This is an optimization exercise on Yosys and OpenROAD, whose aim is small area, a short achievable clock period and few clock cycles per item, not a production implementation. The RTL was checked by simulation tests, not by an equivalence proof against the original design. No activity file was given, so power comes from the tool's default toggle rates.

`flow/design.v`:
```
module vcpu_decoder (
    input  wire        clk,
    input  wire        rst,         
    input  wire [63:0] in_data,
    input  wire [7:0]  in_oob,
    input  wire [3:0]  in_avail,
    output wire [3:0]  in_take,
    output reg         out_valid,
    output reg         out_ok,
    output reg  [2:0]  out_reason,
    output reg  [4:0]  out_len,
    output reg  [7:0]  out_op,
    output reg  [1:0]  out_size,
    output reg         out_dcr,
    output reg         out_scr,
    output reg  [3:0]  out_d_reg,
    output reg  [2:0]  out_d_mode,
    output wire [7:0]  out_d_xb,
    output reg  [63:0] out_d_val,
    output reg  [3:0]  out_s_reg,
    output reg  [2:0]  out_s_mode,
    output wire [7:0]  out_s_xb,
    output reg  [63:0] out_s_val
);
    localparam [2:0] R_UNKNOWN_OPCODE = 3'd1, R_UNKNOWN_EXT = 3'd2,
                     R_RESERVED_BITS = 3'd3, R_INVALID_ADDR = 3'd4, R_OOB = 3'd5;
    localparam [1:0] F_NONE = 2'd0, F_Z = 2'd1, F_U = 2'd2, F_B = 2'd3;
    localparam [2:0] RO_R = 3'd0, RO_W = 3'd1, RO_CNT = 3'd2, RO_OFF = 3'd3,
                     RO_OFF8 = 3'd4, RO_AW = 3'd5, RO_EA = 3'd6;
    localparam [2:0] ST_OP = 3'd0, ST_B1 = 3'd1, ST_DD = 3'd2, ST_SD = 3'd3,
                     ST_DPAY = 3'd4, ST_SPAY = 3'd5;
    function [1:0] fmt_of(input [7:0] op);
        case (op)
            8'h00, 8'h01, 8'h02, 8'h03: fmt_of = F_Z;
            8'h04, 8'h08, 8'h30, 8'h31,
            8'h40, 8'h41, 8'h42, 8'h43, 8'h44, 8'h45: fmt_of = F_U;
            8'h10, 8'h11, 8'h12, 8'h13,
            8'h20, 8'h21, 8'h22, 8'h23, 8'h24, 8'h25, 8'h26: fmt_of = F_B;
            default: fmt_of = F_NONE;
        endcase
    endfunction
    function [2:0] role_d_of(input [7:0] op);
        case (op)
            8'h04, 8'h30, 8'h25: role_d_of = RO_R;
            8'h08:               role_d_of = RO_OFF;
            8'h40, 8'h41, 8'h42, 8'h43, 8'h44, 8'h45: role_d_of = RO_OFF8;
            8'h26:               role_d_of = RO_AW;
            default:             role_d_of = RO_W;
        endcase
    endfunction
    function [2:0] role_s_of(input [7:0] op);
        case (op)
            8'h10, 8'h11, 8'h12, 8'h13: role_s_of = RO_CNT;
            8'h26:                      role_s_of = RO_EA;
            default:                    role_s_of = RO_R;
        endcase
    endfunction
    function desc_ok(input [7:0] desc, input [2:0] role, input crflag);
        reg [3:0] mode;
        reg       hi_reg;
        reg       admitted;
        begin
            mode   = desc[3:0];
            hi_reg = desc[7];
            case (role)
                RO_R:    admitted = (mode >= 4'd1 && mode <= 4'd5);
                RO_W:    admitted = (mode >= 4'd2 && mode <= 4'd5);
                RO_CNT:  admitted = (mode == 4'd1 || mode == 4'd3);
                RO_OFF:  admitted = (mode == 4'd1);
                RO_OFF8: admitted = (mode == 4'd1);
                RO_AW:   admitted = (mode == 4'd3) && hi_reg;
                RO_EA:   admitted = (mode == 4'd1 || mode == 4'd2 || mode == 4'd4 || mode == 4'd5);
                default: admitted = 1'b0;
            endcase
            desc_ok = (mode >= 4'd1 && mode <= 4'd5)
                   && (!crflag || (mode == 4'd3 && hi_reg))
                   && admitted
                   && (mode != 4'd5 || hi_reg);
        end
    endfunction
    function [3:0] plen_of(input [2:0] mode, input [1:0] size);
        case (mode)
            3'd1:    plen_of = 4'd1 << size;
            3'd2:    plen_of = 4'd8;
            3'd5:    plen_of = 4'd1;
            default: plen_of = 4'd0;
        endcase
    endfunction
    function [2:0] b1_fail(input [7:0] op, input [7:0] b1);
        if (b1[5:2] != 4'd0)
            b1_fail = R_RESERVED_BITS;
        else if ((b1[7] || b1[6]) && op != 8'h20)
            b1_fail = R_INVALID_ADDR;
        else if (op[7:4] == 4'h4 && b1[1:0] != 2'd0)    
            b1_fail = R_INVALID_ADDR;
        else
            b1_fail = 3'd0;
    endfunction
    reg [2:0] state;
    reg [3:0] cnt;           
    wire [7:0] w [0:7];
    genvar gi;
    generate
        for (gi = 0; gi < 8; gi = gi + 1) begin : g_w
            assign w[gi] = in_data[8*gi +: 8];
        end
    endgenerate
    wire [7:0] o = in_oob;
    wire [7:0] a_th;
    generate
        for (gi = 0; gi < 8; gi = gi + 1) begin : g_a
            assign a_th[gi] = (in_avail > gi);
        end
    endgenerate
    assign out_d_xb = out_d_val[7:0];
    assign out_s_xb = out_s_val[7:0];
    wire [1:0] h_fmt   = fmt_of(w[0]);
    wire       h_isZ   = (h_fmt == F_Z);
    wire       h_isU   = (h_fmt == F_U);
    wire       h_isB   = (h_fmt == F_B);
    wire       h_ext   = (w[0][7:4] == 4'hf);
    wire       h_bad0  = h_ext || (h_fmt == F_NONE);
    wire [2:0] h_b1r   = b1_fail(w[0], w[1]);
    wire       h_bad2  = !desc_ok(w[2], role_d_of(w[0]), w[1][7]);
    wire       h_bad3  = !desc_ok(w[3], role_s_of(w[0]), w[1][6]);
    wire [1:0] h_size  = w[1][1:0];
    wire [3:0] h_ld    = h_isZ ? 4'd0 : plen_of(w[2][2:0], h_size);
    wire [3:0] h_ls    = h_isB ? plen_of(w[3][2:0], h_size) : 4'd0;
    wire       h_drr   = (w[2][2:0] == 3'd5);
    wire       h_srr   = (w[3][2:0] == 3'd5);
    wire       h_dfit  = !h_ld[3];
    wire [3:0] h_lds   = h_ld + h_ls;
    wire       h_sfit  = h_dfit && (h_lds <= 4'd4);
    wire [3:0] h_hl    = h_isZ ? 4'd2 : h_isU ? 4'd3 : 4'd4;
    wire [3:0] h_end   = h_hl + (h_dfit ? h_ld : 4'd0) + (h_sfit ? h_ls : 4'd0);
    reg [7:0] h_fail;
    integer k;
    integer j;
    always @(*) begin
        h_fail[0] = h_bad0;
        h_fail[1] = (h_b1r != 3'd0);
        h_fail[2] = h_bad2;
        h_fail[3] = h_isB ? h_bad3 : (h_drr && w[3][3]);
        for (k = 4; k < 8; k = k + 1)
            h_fail[k] = (h_isB && h_drr && k == 4 && w[k][3])
                     || (h_isB && h_srr && (k == 4 + h_ld) && w[k][3]);
    end
    wire [1:0] r_fmt  = fmt_of(out_op);
    wire [3:0] r_ld   = plen_of(out_d_mode, out_size);
    wire [3:0] r_ls   = (r_fmt == F_B) ? plen_of(out_s_mode, out_size) : 4'd0;
    wire       r_drr  = (out_d_mode == 3'd5);
    wire       r_srr  = (out_s_mode == 3'd5);
    reg        wide;
    reg [3:0]  w_end;
    reg [7:0]  w_fail;
    always @(*) begin
        wide   = 1'b0;
        w_end  = 4'd0;
        w_fail = 8'd0;
        case (state)
            ST_OP: begin
                wide   = 1'b1;
                w_end  = h_end;
                w_fail = h_fail;
            end
            ST_DPAY: begin
                wide   = (cnt == 4'd8);
                w_end  = 4'd8;
            end
            ST_SPAY: begin
                wide   = (cnt == r_ls);
                w_end  = r_ls;
                w_fail = {7'd0, r_srr && w[0][3]};
            end
            default: ;
        endcase
    end
    wire [7:0] e_th;
    generate
        for (gi = 0; gi < 8; gi = gi + 1) begin : g_e
            assign e_th[gi] = (w_end > gi);
        end
    endgenerate
    wire [7:0] fv = (w_fail | o) & e_th;
    reg  [7:0] t_th;
    reg  [3:0] w_take;
    reg  [2:0] f_pos;
    reg        f_any;
    always @(*) begin
        t_th   = e_th;
        w_take = w_end;
        f_pos  = 3'd0;
        f_any  = 1'b0;
        for (k = 7; k >= 0; k = k - 1)
            if (fv[k]) begin
                t_th   = (8'd2 << k) - 8'd1;
                w_take = k + 1;
                f_pos  = k;
                f_any  = 1'b1;
            end
    end
    wire wide_go = wide && ((t_th & ~a_th) == 8'd0);
    wire ser_go  = !wide_go && a_th[0];
    assign in_take = wide_go ? w_take : {3'd0, ser_go};
    reg       s_bad;
    reg [2:0] s_rsn;
    always @(*) begin
        s_bad = 1'b0;
        s_rsn = R_INVALID_ADDR;
        case (state)
            ST_OP:   begin s_bad = h_bad0; s_rsn = h_ext ? R_UNKNOWN_EXT : R_UNKNOWN_OPCODE; end
            ST_B1:   begin s_bad = (b1_fail(out_op, w[0]) != 3'd0); s_rsn = b1_fail(out_op, w[0]); end
            ST_DD:   s_bad = !desc_ok(w[0], role_d_of(out_op), out_dcr);
            ST_SD:   s_bad = !desc_ok(w[0], role_s_of(out_op), out_scr);
            ST_DPAY: s_bad = r_drr && w[0][3];
            ST_SPAY: s_bad = r_srr && w[0][3];
            default: ;
        endcase
        if (o[0]) begin
            s_bad = 1'b1;
            s_rsn = R_OOB;
        end
    end
    wire [2:0] w_rsn = o[f_pos] ? R_OOB :
                       (state == ST_OP && f_pos == 3'd0) ? (h_ext ? R_UNKNOWN_EXT : R_UNKNOWN_OPCODE) :
                       (state == ST_OP && f_pos == 3'd1) ? h_b1r : R_INVALID_ADDR;
    reg [2:0] n_state;
    reg [3:0] n_cnt;
    reg       n_rec, n_ok;
    reg [2:0] n_rsn;
    always @(*) begin
        n_state = state;
        n_cnt   = cnt;
        n_rec   = 1'b0;
        n_ok    = 1'b1;
        n_rsn   = 3'd0;
        if (wide_go) begin
            if (f_any) begin
                n_rec = 1'b1; n_ok = 1'b0; n_rsn = w_rsn;
            end else case (state)
                ST_OP:
                    if (!h_dfit) begin
                        n_state = ST_DPAY; n_cnt = 4'd8;
                    end else if (h_ls != 4'd0 && !h_sfit) begin
                        n_state = ST_SPAY; n_cnt = h_ls;
                    end else
                        n_rec = 1'b1;
                ST_DPAY:
                    if (r_ls != 4'd0) begin
                        n_state = ST_SPAY; n_cnt = r_ls;
                    end else
                        n_rec = 1'b1;
                default: n_rec = 1'b1;
            endcase
        end else if (ser_go) begin
            if (s_bad) begin
                n_rec = 1'b1; n_ok = 1'b0; n_rsn = s_rsn;
            end else case (state)
                ST_OP: n_state = ST_B1;
                ST_B1:
                    if (r_fmt == F_Z) n_rec = 1'b1;
                    else n_state = ST_DD;
                ST_DD:
                    if (r_fmt == F_B) n_state = ST_SD;
                    else if (plen_of(w[0][2:0], out_size) != 4'd0) begin
                        n_state = ST_DPAY; n_cnt = plen_of(w[0][2:0], out_size);
                    end else n_rec = 1'b1;
                ST_SD:
                    if (r_ld != 4'd0) begin
                        n_state = ST_DPAY; n_cnt = r_ld;
                    end else if (plen_of(w[0][2:0], out_size) != 4'd0) begin
                        n_state = ST_SPAY; n_cnt = plen_of(w[0][2:0], out_size);
                    end else n_rec = 1'b1;
                ST_DPAY:
                    if (cnt != 4'd1) n_cnt = cnt - 4'd1;
                    else if (r_ls != 4'd0) begin
                        n_state = ST_SPAY; n_cnt = r_ls;
                    end else n_rec = 1'b1;
                default:
                    if (cnt != 4'd1) n_cnt = cnt - 4'd1;
                    else n_rec = 1'b1;
            endcase
        end
        if (n_rec) n_state = ST_OP;
    end
    wire       h_dn1  = h_drr || (h_size == 2'd0);
    wire       h_dn2  = !h_drr && (h_size == 2'd1);
    wire       h_dn4  = !h_drr && h_size[1];
    wire       h_sn1  = h_srr || (h_size == 2'd0);
    wire       h_sn2  = !h_srr && (h_size == 2'd1);
    wire       h_sn4  = !h_srr && h_size[1];
    wire       h_l0   = (h_ld == 4'd0);
    wire       h_l1   = (h_ld == 4'd1);
    wire       h_l2   = (h_ld == 4'd2);
    wire       h_se4  = h_l0 && h_sn1;
    wire       h_se5  = (h_l0 && h_sn2) || (h_l1 && h_sn1);
    wire       h_se6  = (h_l1 && h_sn2) || (h_l2 && h_sn1);
    wire       h_se7  = (h_l0 && h_sn4) || (h_l2 && h_sn2);
    wire st_op = (state == ST_OP);
    wire st_dp = (state == ST_DPAY);
    wire st_sp = (state == ST_SPAY);
    wire dp_w  = st_dp && wide_go;
    wire sp_w  = st_sp && wide_go;
    wire dp_s  = st_dp && !wide_go;
    wire sp_s  = st_sp && !wide_go;
    wire       r_sn1  = r_srr || (out_s_mode == 3'd1 && out_size == 2'd0);
    wire       r_sn2  = !r_srr && out_s_mode == 3'd1 && (out_size == 2'd1);
    wire       r_sn4  = !r_srr && out_s_mode == 3'd1 && (out_size == 2'd2);
    wire       r_sn8  = !r_srr && !r_sn1 && !r_sn2 && !r_sn4;
    wire du = st_op && h_isU;
    wire db = st_op && !h_isU;
    reg [7:0] d_b [0:7];
    reg [7:0] s_b [0:7];
    always @(*) begin
        d_b[0] = ({8{du && h_dn1}} & w[3]) | ({8{(du && h_dn2) || (db && h_dn1)}} & w[4])
               | ({8{db && h_dn2}} & w[5]) | ({8{du && h_dn4}} & w[6]) | ({8{db && h_dn4}} & w[7]);
        d_b[1] = ({8{du && h_dn2}} & w[3]) | ({8{db && h_dn2}} & w[4])
               | ({8{du && h_dn4}} & w[5]) | ({8{db && h_dn4}} & w[6]);
        d_b[2] = ({8{du && h_dn4}} & w[4]) | ({8{db && h_dn4}} & w[5]);
        d_b[3] = ({8{du && h_dn4}} & w[3]) | ({8{db && h_dn4}} & w[4]);
        d_b[4] = 8'd0; d_b[5] = 8'd0; d_b[6] = 8'd0; d_b[7] = 8'd0;
        s_b[0] = ({8{st_op && h_se4}} & w[4]) | ({8{st_op && h_se5}} & w[5])
               | ({8{st_op && h_se6}} & w[6]) | ({8{st_op && h_se7}} & w[7]);
        s_b[1] = ({8{st_op && h_l0 && h_sn2}} & w[4]) | ({8{st_op && h_l1 && h_sn2}} & w[5])
               | ({8{st_op && ((h_l2 && h_sn2) || (h_l0 && h_sn4))}} & w[6]);
        s_b[2] = ({8{st_op && h_l0 && h_sn4}} & w[5]);
        s_b[3] = ({8{st_op && h_l0 && h_sn4}} & w[4]);
        s_b[4] = 8'd0; s_b[5] = 8'd0; s_b[6] = 8'd0; s_b[7] = 8'd0;
        for (j = 0; j < 8; j = j + 1)
            d_b[j] = d_b[j] | ({8{dp_w}} & w[7 - j]);
        s_b[0] = s_b[0] | ({8{sp_w && r_sn1}} & w[0]) | ({8{sp_w && r_sn2}} & w[1])
               | ({8{sp_w && r_sn4}} & w[3]) | ({8{sp_w && r_sn8}} & w[7]);
        s_b[1] = s_b[1] | ({8{sp_w && r_sn2}} & w[0]) | ({8{sp_w && r_sn4}} & w[2])
               | ({8{sp_w && r_sn8}} & w[6]);
        s_b[2] = s_b[2] | ({8{sp_w && r_sn4}} & w[1]) | ({8{sp_w && r_sn8}} & w[5]);
        s_b[3] = s_b[3] | ({8{sp_w && r_sn4}} & w[0]) | ({8{sp_w && r_sn8}} & w[4]);
        for (j = 4; j < 8; j = j + 1)
            s_b[j] = s_b[j] | ({8{sp_w && r_sn8}} & w[7 - j]);
    end
    reg [63:0] n_dval, n_sval;
    always @(*) begin
        for (j = 0; j < 8; j = j + 1) begin
            if (dp_s && (cnt == j + 1))
                n_dval[8*j +: 8] = w[0];
            else if ((dp_s && cnt == r_ld) || st_op || dp_w)
                n_dval[8*j +: 8] = d_b[j];
            else
                n_dval[8*j +: 8] = out_d_val[8*j +: 8];
            if (sp_s && (cnt == j + 1))
                n_sval[8*j +: 8] = w[0];
            else if ((sp_s && cnt == r_ls) || st_op || sp_w)
                n_sval[8*j +: 8] = s_b[j];
            else
                n_sval[8*j +: 8] = out_s_val[8*j +: 8];
        end
    end
    always @(posedge clk) begin
        out_d_val <= n_dval;
        out_s_val <= n_sval;
        cnt       <= n_cnt;
        if (in_take != 4'd0)
            out_len <= ((state == ST_OP) ? 5'd0 : out_len) + {1'b0, in_take};
        out_ok     <= n_ok;
        out_reason <= n_rsn;
        case (state)
            ST_OP: begin
                out_op     <= w[0];
                out_size   <= w[1][1:0];
                out_dcr    <= w[1][7];
                out_scr    <= w[1][6];
                out_d_reg  <= w[2][7:4];
                out_d_mode <= w[2][2:0];
                out_s_reg  <= w[3][7:4];
                out_s_mode <= w[3][2:0];
            end
            ST_B1: if (ser_go) begin
                out_size   <= w[0][1:0];
                out_dcr    <= w[0][7];
                out_scr    <= w[0][6];
            end
            ST_DD: if (ser_go) begin
                out_d_reg  <= w[0][7:4];
                out_d_mode <= w[0][2:0];
            end
            ST_SD: if (ser_go) begin
                out_s_reg  <= w[0][7:4];
                out_s_mode <= w[0][2:0];
            end
            default: ;
        endcase
        if (rst) begin
            state     <= ST_OP;
            out_valid <= 1'b0;
        end else begin
            state     <= n_state;
            out_valid <= n_rec;
        end
    end
endmodule
```
`flow/run.sh`:
```
#!/bin/bash
# synth_recipe.tcl (not shown) runs the flow's synth.tcl, then flattens the netlist and writes it again
# the make line also repeats each setting of config.mk as NAME=value (left out here)
make -C /OpenROAD-flow-scripts/flow DESIGN_CONFIG=/design/flow/config.mk WORK_HOME=/design/flow/orfs CLKGATE_MAP_FILE= SYNTH_SCRIPT=/design/flow/synth_recipe.tcl finish
```
`flow/constraint.sdc`:
```
create_clock -name core_clock -period 5.0 [get_ports {clk}]
set_input_delay 1.0000 -clock core_clock [delete_from_list [all_inputs] [get_ports {clk}]]
set_output_delay 1.0000 -clock core_clock [all_outputs]
set_load 0.01 [all_outputs]
```
`flow/config.mk`:
```
export PLATFORM = sky130hd
export DESIGN_NAME = vcpu_decoder
export DESIGN_NICKNAME = vcpu_decoder
export VERILOG_FILES = /design/flow/design.v
export SDC_FILE = /design/flow/constraint.sdc
export NUM_CORES = 4
export LEC_CHECK = 0
export CAP_MARGIN = 20
export CORE_MARGIN = 2
export CORE_UTILIZATION = 40
export SLEW_MARGIN = 20
```
==> out/results.ini <==
[detailed_routing]
firstDrtPassIters = 10
vias_per_cell = 6.41
drt_iter0_markers = 1963
via_count = 14000
drc = 0
detail-route-antenna-nets = 0
wl_per_cell_um = 27.3
drt-total-wl_um = 59600

[hold_path]
hold-path-endpoint = out_len[4]
min-delay-start = out_len[4]
whs_path_depth = 2
hold_class = reg2reg

[place]
dp_hpwl_um = 42100
io_buffers = 261
gp_congestion = 0.974
dp_slack_ps = -4390

[sta]
drv_slew = 0
fin_crit_sh_pct = 171
fmax_ghz = 0.117
rsz0062_at_grt = true
maxSlewHeadroom_pct = 21.8
setup_viol = 296
fin_skew_ps = 11.8
hold_viol_final = 0
post-route-min-period_ps = 8560
worstMarginPinSlew_ps = 1160
fin_ws_ps = -3560

[pwr]
vdd.ir_drop.worst_uv = 192
powerDensity_nw_per_um2 = 214
p_leak_nw = 7.64

[cells_and_area]
fillers = 2426
reg_top3 = out_d_val: 64 flops, out_s_val: 64 flops, out_op: 8 flops
n_antenna_cell = 0
final_common_cell = buf_4
final_util_pct = 65.6
syn_to_final_growth_pct = 61.8
drive_gt1_share_pct = 31.3
num-nets-final = 1885
final_cell_mix = 252 x buf_4, 249 x clkdlybuf4s50_1, 163 x edfxtp_1

[yosys]
synth_seq_area_share_pct = 42.1
avgSynthCellArea_um2 = 9.17
synth_warnings = 3
syn_inst = 1309
synth_cell_type_count = 96
syn_area_um2 = 12000
synthDominantCellAreaShare_pct = 40.8
ys.flop_type = edfxtp_1
async_flop_share_pct = 0
ys_ff_latch = 171
yosysTopAreaCell = edfxtp_1
synth.area.top_cells = edfxtp_1 41%, nand2_1 4.8%, a21oi_1 4.5%, nand3_1 3.0%, o21ai_0 2.8%
synth_nets = 1411
synth_edf_count = 163

[setup_path]
slowest_stage = or4b_4
crit_fanout = 13
cp-start-kind = input port
required_ps = 4000
r2r_cells = 19
worstReg2RegEnd = out_len[4]
crit_path_end_kind = output port
path_class = in2out
cp_top_family = simple AND/OR/NAND/NOR gates
r2r_slack_ps = 310
critPathMaxStageDelay_ps = 550
crit_buf_inv = 5
r2r-start = out_s_mode[1]
cp.arrival_ps = 7560

[floorplan]
die_area_um2 = 31400
core_region_area_um2 = 29600
num_rows = 63
die_y_um = 177
pin_count = 262
die_width_um = 177
initial_core_util_pct = 40.5

[status]
so.violations = negative setup slack
status = finished with violations

[global_route]
grt_max_degree = 49
gr-total-overflow = 0
grt_usage_pct = 35.8
antenna_found_initial = 0
grt_pass1_wl_um = 83000
grt_pass1_vias = 13100

[clocking]
htree_levels = 4
clkTransAtPathRegs_ps = 80
cts_buffers = 17
clock_path_buffers = 2
cts_sinks = 171
cts-root-buf = clkbuf_16
clock_insertion_delay_worst_skew_ps = 450
cts_tree = built

[flow_run]
cap_violations = 0

==> worst reg2reg max path: stages (launching register included) <==
cell,delay (ps)
edfxtp_1,500
nand2b_1,250
nor3_1,570
a31oi_4,170
nand2b_4,180
or4_4,530
a221o_1,380
a211oi_4,290
nor2_4,80
mux2_4,320
buf_4,140
buf_6,100
buf_6,110
ha_4,150
inv_2,50
fa_2,210
inv_1,40
a21o_1,180
a21oi_2,130
xor2_1,70
==> through the flow <==
stage               instance area [µm²]  TNS (ps)  hold WS, ps  power [mW]  cells
finish                            19400   -864330          654        4.15   2186
global route                      19400   -919520          703        4.27   2186
CTS                               18100   -819180          663        4.03   2142
detailed placement                17000  -1119800          652        2.69   2086
global placement                  17000  -1085280          646        2.69   2086
floorplan                         12500   -855810          681        2.14   1309
==> logic make-up (layout without fill, tap and decap cells) <==
family / Yosys count / after routing / synth area share, %
buffers and inverters: 164 / 647 / 5.94
xor gates and xnor gates: 12 / 12 / 0.875
AOI/OAI and AO/OA: 453 / 457 / 27.0
adders and majority gates: 24 / 24 / 2.88
and+or+nand+nor: 475 / 475 / 20.3
DFF: 171 / 171 / 42.1
muxes: 10 / 10 / 0.917
==> cells in the mapped netlist, types with 16 or more instances <==
library cell and n:
edfxtp_1 163, nand2_1 152, a21oi_1 107, clkbuf_1 72, nand3_1 71, o21ai_0 67
nor2_1 58, inv_1 45, and2_1 39, a31oi_1 38, nor3_1 35, a222oi_1 33
a221o_1 25, a22oi_1 18, buf_2 18, buf_4 18, ha_1 18, nand2b_1 18
o31ai_1 18, and3_1 16
==> power breakdown <==
group,switching (mW),internal [mW]
combinational,0.593,0.548
clock,0.672,0.667
sequential,0.0373,1.64
total,1.30,2.85
==> per-layer routing <==
layer	routed length (µm)	part of all wire, %	up-vias	track usage [%]
met3	6420	11	224	5.97
met5	0	0	-	0
li1	-	-	6064	-
met2	27000	45	1069	56.0
met1	22700	38	6658	47.4
met4	3500	5.9	0	18.9
==> cell type report <==
cell class | instances | area, µm² | area share, %
Clock buffer | 18 | 429 | 2.21
Tap cell | 390 | 488 | 2.51
Clock inverter | 14 | 148 | 0.760
Inverter | 45 | 171 | 0.882
Multi-Input combinational cell | 978 | 7630 | 39.2
Sequential cell | 171 | 5050 | 26.0
Timing Repair Buffer | 570 | 5520 | 28.4
==> how the worst max path moves through the flow <==
| stage | from | endpoint | slack [ps] | cells past startpoint |
|---|---|---|---|---|
| 3_5_place_dp | in_data[4] | in_take[2] | -4390 | 27 |
| 6_report | in_data[5] | in_take[0] | -3560 | 25 |
| 2_1_floorplan | in_data[4] | in_take[2] | -3460 | 27 |
| 4_1_cts | in_data[5] | in_take[0] | -3610 | 27 |
| 3_3_place_gp | in_data[4] | in_take[0] | -4270 | 27 |
| 5_1_grt | in_data[7] | in_take[0] | -3770 | 27 |
==> repair_timing <==
action | 4_1_cts | 5_1_grt
gates cloned | 3 | 14
resized for setup | 89 | 178
endpoints found under the setup margin | 296 | 296
buffers inserted | 21 | 36
pin swaps | 31 | 63
hold buffers | 0 | 0
Testbench counts, summed over its fixed seeds: cycles 19,091, insns 13,919.

afterwards: timing with drivers on the ports:
No port has a modelled driver above. Below, the same layout with a new extraction and two added sets of constraints. Step 1 (the two cells are an assumption about what drives the block):
set clk [get_ports {clk}]
set_driving_cell -lib_cell sky130_fd_sc_hd__clkbuf_16 $clk
set_driving_cell -lib_cell sky130_fd_sc_hd__buf_2 [delete_from_list [all_inputs] $clk]
Step 2 adds t to the input delays and takes it off the output delays; t is the mean of the earliest and latest rising clock arrival at the registers after step 1. Input paths then give back, and output paths get back, about the clock's delay inside the block. a / b / c = ideal ports / drivers / drivers and shift; a / b = the first two.
t (ns): 0.492
slack for setup (ns): -3.563 / -3.600 / -3.896
worst hold slack (ns): 0.654 / 0.654 / 0.654
clock arrival spread, ns: 0.013 / 0.013
slew at the worst register clock pin (ns): 0.08 / 0.08
For this run, drivers alone change the setup slack by -0.037 ns; drivers and shift together by -0.333 ns.
